This design comes from an exercise in tuning for small area on the open sky130 flow, not from production work. Only simulation tests tie the RTL to the original design; equivalence was not proved. Power figures rest on the tool's default switching activity, not on a simulated workload.

==> inputs of 08-19 <==
// sfte
module sfte (
    input  wire        clk,
    input  wire        rst,
    input  wire        reg_wr,
    input  wire [7:0]  reg_addr,
    input  wire [31:0] reg_wdata,
    output reg  [31:0] reg_rdata,
    output wire        host_irq,
    output reg         host_en,
    output reg         host_we,
    output reg  [31:0] host_addr,
    output reg  [7:0]  host_wdata,
    input  wire [7:0]  host_rdata,
    output reg         shm_en,
    output reg         shm_we,
    output reg         shm_wide,
    output reg  [14:0] shm_addr,
    output reg  [31:0] shm_wdata,
    input  wire [31:0] shm_rdata,
    input  wire        peer_notify,
    input  wire [15:0] peer_code,
    input  wire        peer_read_out,
    output wire [15:0] mbx_out,
    output wire        peer_irq
);
    localparam [15:0] CODE_DL_READY       = 16'h0A01;
    localparam [15:0] CODE_FRAME_ACK      = 16'h0A02;
  ...
Settings: LEC_CHECK=0, CAP_MARGIN=20, CORE_MARGIN=2, CORE_UTILIZATION=30, CTS_BUF_LIST=sky130_fd_sc_hd__clkbuf_16, CTS_CLUSTER_DIAMETER=80, CTS_CLUSTER_SIZE=30, PLACE_DENSITY=0.5, SLEW_MARGIN=20; clock period 12.0 ns.
standard.sh (not shown) runs the stock make flow with config.mk's settings and CLKGATE_MAP_FILE= SYNTH_SCRIPT=/design/flow/synth_recipe.tcl, a recipe that flattens the netlist after the stock synthesis.
==> flow/flow/run.sh <==
#!/bin/bash
# Standard layout, with the port buffers made from the smallest buffer cell.
export BUFFER_PORTS_ARGS="-buffer_cell sky130_fd_sc_hd__buf_1"
bash standard.sh > standard.log 2>&1
==> 01-06 (differences from 08-19) <==
--- a/flow/design.v
+++ b/flow/design.v
@@ -88,18 +88,17 @@
     reg [31:0] hptr;        
     reg [12:0] lim;         
     reg [31:0] xfer_src, xfer_total, xfer_frame_cap, xfer_count, ul_dst, ul_dst_len, crash_dst;
     reg [2:0]  result_code;
     reg [7:0]  result_op;
     reg        notify_en;
     reg [3:0]  irq_status, irq_enable;
     reg        map_dir, map_sel;
-    reg [20:0] prog_total, prog_remain;
-    wire [20:0] prog_sent;
+    reg [20:0] prog_total, prog_remain, prog_sent;
     reg [31:0] cur_src;
     reg [12:0] cur_frame;
     reg [1:0]  cur_tag;
     reg [31:0] cur_count;
     reg [31:0] ul_last_size, ul_last_tag, ul_last_count;
     reg [15:0] mbx_in;
     reg        pend;
     reg [2:0]  mbx_c;
@@ -110,65 +109,16 @@
     reg        cont_pending, copy_started, boot_complete;
     reg [2:0]  dl_state, ul_state, boot_state;
     reg [2:0]  ft_state;
     wire mb_nz = |mbx_c;
     assign mbx_out  = {4'd0, mb_nz, mb_nz, 1'b0, mbx_c[2] & (mbx_c[1] | mbx_c[0]),
                        5'd0, mbx_c[2] & ~mbx_c[1] & ~mbx_c[0], mbx_c[1], mbx_c[0]};
     assign peer_irq = peer_irq_r;
     assign host_irq = |(irq_status & irq_enable);
-    function [32:0] radd;        
-        input [31:0] a, b;
-        input        ci;
-        integer i;
-        reg c;
-        begin
-            c = ci;
-            for (i = 0; i < 32; i = i + 1) begin
-                radd[i] = a[i] ^ b[i] ^ c;
-                c = (a[i] & b[i]) | (c & (a[i] ^ b[i]));
-            end
-            radd[32] = c;
-        end
-    endfunction
-    function [31:0] rinc;        
-        input [31:0] a;
-        integer i;
-        reg c;
-        begin
-            c = 1'b1;
-            for (i = 0; i < 32; i = i + 1) begin
-                rinc[i] = a[i] ^ c;
-                c = c & a[i];
-            end
-        end
-    endfunction
-    function [31:0] rdec;        
-        input [31:0] a;
-        integer i;
-        reg b;
-        begin
-            b = 1'b1;
-            for (i = 0; i < 32; i = i + 1) begin
-                rdec[i] = a[i] ^ b;
-                b = b & ~a[i];
-            end
-        end
-    endfunction
-    function rlt;                
-        input [31:0] a, b;
-        integer i;
-        reg lt;
-        begin
-            lt = 1'b0;
-            for (i = 0; i < 32; i = i + 1)
-                lt = (~a[i] & b[i]) | (~(a[i] ^ b[i]) & lt);
-            rlt = lt;
-        end
-    endfunction
     wire       reg_wr_ok = reg_wr && (reg_addr[1:0] == 2'b00);
     wire [5:0] wr_word   = reg_addr[7:2];
     wire       host_cmd_wr  = reg_wr_ok && (wr_word == A_CMD);
     wire       host_ctrl_wr = reg_wr_ok && (wr_word == A_CTRL);
     wire       accept       = host_cmd_wr && !busy;
     wire       overrun      = (host_cmd_wr || host_ctrl_wr) && busy;
     reg w_assigned;
     always @(*) begin
@@ -178,53 +128,44 @@
             OP_CRASH_LOG: w_assigned = 1'b1;
             default:      w_assigned = 1'b0;
         endcase
     end
     wire w_ok = (reg_wdata[31:9] == 23'd0) && w_assigned &&
                 (!reg_wdata[8] || reg_wdata[7:0] == OP_MAP_BOOT);
     wire [7:0] opc   = cur_op;
     wire       is_nv = opc[1];       
-    wire [32:0] src_lo    = radd({16'd0, xfer_src[15:0]}, {16'd0, xfer_total[15:0]}, 1'b0);
-    reg         src_lo_c, src_lo_nz;
-    always @(posedge clk) begin
-        src_lo_c  <= src_lo[16];
-        src_lo_nz <= (src_lo[15:0] != 16'd0);
-    end
-    wire [32:0] src_hi    = radd({16'd0, xfer_src[31:16]}, {16'd0, xfer_total[31:16]}, src_lo_c);
-    wire        src_oob   = src_hi[16] && (src_lo_nz || (src_hi[15:0] != 16'd0));
+    wire [32:0] src_end   = {1'b0, xfer_src} + {1'b0, xfer_total};
+    wire        src_oob   = src_end > 33'h1_0000_0000;
     wire        tot_zero  = (xfer_total == 32'd0);
     wire        tot_big   = (xfer_total[31:13] != 19'd0) || (xfer_total[12] && xfer_total[11:0] != 12'd0);
     wire        tot_nomem = (xfer_total[31:21] != 11'd0) || (xfer_total[20] && xfer_total[19:0] != 20'd0);
     wire        load_state_ok = (dl_state == DL_PEER_READY) || (dl_state == DL_COMPLETE);
     wire        cap_bad   = (xfer_frame_cap == 32'd0) || (xfer_frame_cap[31:13] != 19'd0) ||
                             (xfer_frame_cap[12] && xfer_frame_cap[11:0] != 12'd0);
-    wire        cap_lt_tot = (xfer_total[31:13] != 19'd0) || rlt({19'd0, xfer_frame_cap[12:0]}, {19'd0, xfer_total[12:0]});
+    wire        cap_lt_tot = (xfer_total[31:13] != 19'd0) || (xfer_frame_cap[12:0] < xfer_total[12:0]);
     wire [12:0] first_frame = cap_lt_tot ? xfer_frame_cap[12:0] : xfer_total[12:0];
     wire        crash_oob = (&crash_dst[31:8]) && (crash_dst[7:0] != 8'd0);
     wire [12:0] len_sat   = (ul_dst_len[31:12] != 20'd0) ? 13'h1000 : {1'b0, ul_dst_len[11:0]};
     wire        size_big  = (ul_last_size[31:13] != 19'd0) ||
                             (ul_last_size[12] && ul_last_size[11:0] != 12'd0);
-    wire [32:0] ul_low    = radd({19'd0, hptr[12:0]}, {19'd0, ul_last_size[12:0]}, 1'b0);
-    wire        ul_ovf    = (&hptr[31:13]) && ul_low[13] && (ul_low[12:0] != 13'd0);
-    wire        ul_bad    = size_big || rlt({19'd0, lim}, {19'd0, ul_last_size[12:0]}) || ul_ovf;
-    wire [31:0] poll_dec32 = rdec({22'd0, poll_left});
-    wire [9:0]  poll_dec  = poll_dec32[9:0];
+    wire [13:0] ul_low    = {1'b0, hptr[12:0]} + {1'b0, ul_last_size[12:0]};
+    wire        ul_ovf    = (&hptr[31:13]) && (ul_low > 14'h2000);
+    wire        ul_bad    = size_big || (ul_last_size[12:0] > lim) || ul_ovf;
+    wire [9:0]  poll_dec  = poll_left - 10'd1;
     wire        poll_end  = (poll_left == 10'd1);
     wire cmd_locked  = phase[4] | phase[3];
     wire ft_idle     = (ft_state == FT_IDLE);
     wire dl_xfer     = (dl_state == DL_TRANSFERRING);
     wire cont_start  = cont_pending && ft_idle && !cmd_locked;
     wire cont_active = cont_start && dl_xfer;
-    wire [32:0] sent33   = radd({11'd0, prog_total}, ~{11'd0, prog_remain}, 1'b1);
-    assign      prog_sent = sent33[20:0];
-    wire [32:0] c_rem33  = radd({11'd0, prog_remain}, ~{19'd0, cur_frame}, 1'b1);
-    wire [20:0] c_remain = c_rem33[20:0];
-    wire        c_done   = (prog_remain == {8'd0, cur_frame});
-    wire        c_short  = rlt({11'd0, prog_remain}, {18'd0, cur_frame, 1'b0});
+    wire [20:0] c_remain = prog_remain - {8'd0, cur_frame};
+    wire [20:0] c_sent   = prog_sent + {8'd0, cur_frame};
+    wire        c_done   = (c_remain == 21'd0);
+    wire        c_short  = (c_remain[20:13] == 8'd0) && (c_remain[12:0] < cur_frame);
     wire wait_step = ft_idle && !(cont_pending && dl_xfer);
     wire notif_take = notify_en && pend;
     wire in_hi_0a   = (mbx_in[15:8] == 8'h0A);
     wire in_dl_rdy  = in_hi_0a && mbx_in[7:0] == 8'h01;
     wire in_ack     = in_hi_0a && mbx_in[7:0] == 8'h02;
     wire in_boot    = in_hi_0a && mbx_in[7:0] == 8'h03;
     wire in_ul_rdy  = (mbx_in == CODE_UL_READY);
     wire in_ul_frm  = (mbx_in == CODE_UL_FRAME_READY);
@@ -275,24 +216,20 @@
             endcase
         end
     end
     wire ft_copy  = (ft_state == FT_COPY);
     wire x_copy   = (phase == P_X_COPY);
     wire u2_copy  = (phase == P_U2_COPY);
     wire cr_copy  = (phase == P_CR_COPY);
     wire copying  = ft_copy || x_copy || u2_copy || cr_copy;
-    wire [31:0] idx_inc32 = rinc({19'd0, idx});
-    wire [12:0] idx_inc  = idx_inc32[12:0];
-    wire [31:0] hptr_inc = rinc(hptr);
-    wire [31:0] cnt_inc  = rinc(cur_count);
-    wire [31:0] boff32   = rinc({27'd0, idx[12:8]});
+    wire [12:0] idx_inc  = idx + 13'd1;
     wire [12:0] copy_len = ft_copy ? cur_frame : lim;
     wire        copy_last = (idx_inc == copy_len);
-    wire [12:0] buf_off  = {boff32[4:0], idx[7:0]};
+    wire [12:0] buf_off  = 13'h0100 + idx;
     always @(*) begin
         host_en    = ft_copy || x_copy || u2_copy || cr_copy;
         host_we    = u2_copy || cr_copy;
         host_addr  = hptr;
         host_wdata = shm_rdata[7:0];
         shm_en     = 1'b0;
         shm_we     = 1'b1;
         shm_wide   = 1'b1;
@@ -366,26 +303,20 @@
         if (wr_any && (rst || wr_word == A_XFER_TOTAL))     xfer_total     <= wd;
         if (wr_any && (rst || wr_word == A_XFER_FRAME_CAP)) xfer_frame_cap <= wd;
         if (wr_any && (rst || wr_word == A_XFER_COUNT))     xfer_count     <= wd;
         if (wr_any && (rst || wr_word == A_UL_DST))         ul_dst         <= wd;
         if (wr_any && (rst || wr_word == A_UL_DST_LEN))     ul_dst_len     <= wd;
         if (wr_any && (rst || wr_word == A_CRASH_DST))      crash_dst      <= wd;
         if (wr_any && (rst || wr_word == A_IRQ_ENABLE))     irq_enable     <= wd[3:0];
     end
-    wire [31:0] rd = rst ? 32'd0 : shm_rdata;
-    always @(posedge clk) begin
-        if (rst || phase == P_U2_RSIZE)  ul_last_size  <= rd;
-        if (rst || phase == P_U2_RTAG)   ul_last_tag   <= rd;
-        if (rst || phase == P_U2_RCOUNT) ul_last_count <= rd;
-    end
     always @(posedge clk) begin
         idx <= copying ? idx_inc : 13'd0;
         if (copying)
-            hptr <= hptr_inc;
+            hptr <= hptr + 32'd1;
         else if (phase == P_DECODE)
             hptr <= (opc == OP_UL_STEP2) ? ul_dst : (opc == OP_CRASH_LOG) ? crash_dst : xfer_src;
         if (phase == P_DECODE)
             lim <= (opc == OP_UL_STEP2) ? len_sat : (opc == OP_CRASH_LOG) ? 13'h0100 : xfer_total[12:0];
         else if (phase == P_U2_CHECK)
             lim <= ul_last_size[12:0];
         if (accept) begin
             cur_op  <= reg_wdata[7:0];
@@ -406,20 +337,24 @@
             result_code   <= 3'd0;
             result_op     <= 8'd0;
             notify_en     <= 1'b1;
             irq_status    <= 4'd0;
             map_dir       <= 1'b0;
             map_sel       <= 1'b0;
             prog_total    <= 21'd0;
             prog_remain   <= 21'd0;
+            prog_sent     <= 21'd0;
             cur_src       <= 32'd0;
             cur_frame     <= 13'd0;
             cur_tag       <= 2'd0;
             cur_count     <= 32'd0;
+            ul_last_size  <= 32'd0;
+            ul_last_tag   <= 32'd0;
+            ul_last_count <= 32'd0;
             mbx_in        <= 16'd0;
             pend          <= 1'b0;
             mbx_c         <= MB_NONE;
             peer_irq_r    <= 1'b0;
             unrecog_code  <= 16'd0;
             unrecog_valid <= 1'b0;
             poll_left     <= 10'd0;
             cont_pending  <= 1'b0;
@@ -455,19 +390,20 @@
                     unrecog_valid <= 1'b1;
                 end
             end
             if (cont_start) begin
                 cont_pending <= 1'b0;
                 if (dl_xfer) begin
                     cur_src     <= hptr;
                     prog_remain <= c_remain;
+                    prog_sent   <= c_sent;
                     if (c_short)
                         cur_frame <= c_remain[12:0];
-                    cur_count <= cnt_inc;
+                    cur_count <= cur_count + 32'd1;
                     if (c_done) begin
                         dl_state <= DL_COMPLETE;
                         cur_tag  <= 2'd0;
                     end else begin
                         ft_state <= FT_COPY;
                     end
                 end
             end
@@ -495,32 +431,34 @@
                                 map_sel <= 1'b1;
                                 fin_en = 1'b1; fin_code = R_OK;
                             end
                             OP_SET_MAGIC: phase <= P_MAGIC;
                             OP_PREPARE: begin
                                 dl_state     <= DL_AWAIT;
                                 prog_total   <= 21'd0;
                                 prog_remain  <= 21'd0;
+                                prog_sent    <= 21'd0;
                                 cur_src      <= 32'd0;
                                 cur_frame    <= 13'd0;
                                 cur_tag      <= 2'd0;
                                 cur_count    <= 32'd0;
                                 cont_pending <= 1'b0;
                                 poll_left    <= 10'd1000;
                                 phase        <= P_PREP_WAIT;
                             end
                             OP_LOAD_BIN, OP_LOAD_NV: begin
                                 if (!load_state_ok || tot_zero || cap_bad || src_oob) begin
                                     fin_en = 1'b1; fin_code = R_INVALID;
                                 end else if (tot_nomem) begin
                                     fin_en = 1'b1; fin_code = R_NOMEM;
                                 end else begin
                                     prog_total   <= xfer_total[20:0];
                                     prog_remain  <= xfer_total[20:0];
+                                    prog_sent    <= 21'd0;
                                     cur_src      <= xfer_src;
                                     cur_frame    <= first_frame;
                                     cur_tag      <= is_nv ? 2'd2 : 2'd1;
                                     cur_count    <= is_nv ? 32'd1 : xfer_count;
                                     cont_pending <= 1'b0;
                                     dl_state     <= DL_TRANSFERRING;
                                     phase        <= P_LOAD_FRAME;
                                 end
@@ -653,22 +591,25 @@
                         if (poll_end) begin
                             notify_en <= 1'b1;
                             ul_state  <= UL_TIMEOUT;
                             fin_en = 1'b1; fin_code = R_TIMEOUT;
                         end
                     end
                 end
                 P_U2_RSIZE: begin
+                    ul_last_size <= shm_rdata;
                     phase <= P_U2_RTAG;
                 end
                 P_U2_RTAG: begin
+                    ul_last_tag <= shm_rdata;
                     phase <= P_U2_RCOUNT;
                 end
                 P_U2_RCOUNT: begin
+                    ul_last_count <= shm_rdata;
                     phase <= P_U2_CHECK;
                 end
                 P_U2_CHECK: begin
                     if (ul_bad) begin
                         notify_en <= 1'b1;
                         ul_state  <= UL_TIMEOUT;
                         fin_en = 1'b1; fin_code = R_INVALID;
                     end else begin
==> flow/run.sh (new file) <==
#!/bin/bash
# synth_recipe.tcl (not shown) runs the flow's synth.tcl, then flattens the netlist and writes it again
# the make line also repeats each setting of config.mk as NAME=value (left out here)
make -C /OpenROAD-flow-scripts/flow DESIGN_CONFIG=/design/flow/config.mk WORK_HOME=/design/flow/orfs CLKGATE_MAP_FILE= SYNTH_SCRIPT=/design/flow/synth_recipe.tcl finish
CORE_UTILIZATION = 55   (was 30)
CTS_BUF_LIST = sky130_fd_sc_hd__clkbuf_2 sky130_fd_sc_hd__clkbuf_4 sky130_fd_sc_hd__clkbuf_8   (was sky130_fd_sc_hd__clkbuf_16)
CTS_CLUSTER_DIAMETER = default   (was 80)
CTS_CLUSTER_SIZE = default   (was 30)
PLACE_DENSITY = 0.7   (was 0.5)
removed: flow/flow/run.sh
removed: flow/standard.sh
==> summary.txt <==
	01-06	08-19
Result of the run	finished clean	finished clean
Final Wtd Congestion	1.102	1.020
Portion of synthesized cell area occupied by the leading cell type	0.2381	0.3402
Max H-tree Level	3	2
Clock network share of area	0.05495	0.03927
Clock buffers created by TritonCTS	104	40
Max Clock Skew	0.05023 ns	0.07073 ns
Flop+latch power	2.67 mW	2.54 mW
Register share of the cell area	0.3714	0.4219
Die width	258.7 um	337.9 um
Die ar.	66940 um^2	114200 um^2
Number of global-route vias before repair	33520	28320
Number of flops mapped to enable cells by yosys	283	379
Post-placement cell area	38790 um^2	36050 um^2
Combined area of all synthesized cells	35690 um^2	33450 um^2
Area Growth Syn to Fin	15.16%	12.29%
Filler Cells Inserted	5441	11380

what the ideal ports hide:
Ports are ideal in the flow. The routed layouts listed here were re-timed in OpenROAD.
Step 1 assumes that a clkbuf_16 drives the clock port and a buf_2 every other input.
Step 2 moves the port delays by t, midway between the first and last clock arrival at a register: inputs arrive t later, outputs are due t later. That takes back most of the time a late clock gives input paths.
a / b / c = ideal ports / drivers / drivers and shift; a / b = the first two.
run	t (ns)	setup slack, ns	latest minus earliest clock arrival (ns)	slew at the worst register clock pin (ns)	worst slew at a driven data input, ns
08-19	0.704	0.175 / 0.104 / 0.808	0.078 / 0.078	0.12 / 0.12	0.10
01-06	0.805	3.228 / 3.050 / 3.050	0.051 / 0.052	0.07 / 0.07	0.29
After both steps setup and hold are still met in every run listed. For 01-06, which loses most, drivers alone change the setup slack by -0.178 ns; drivers and shift together by -0.178 ns.
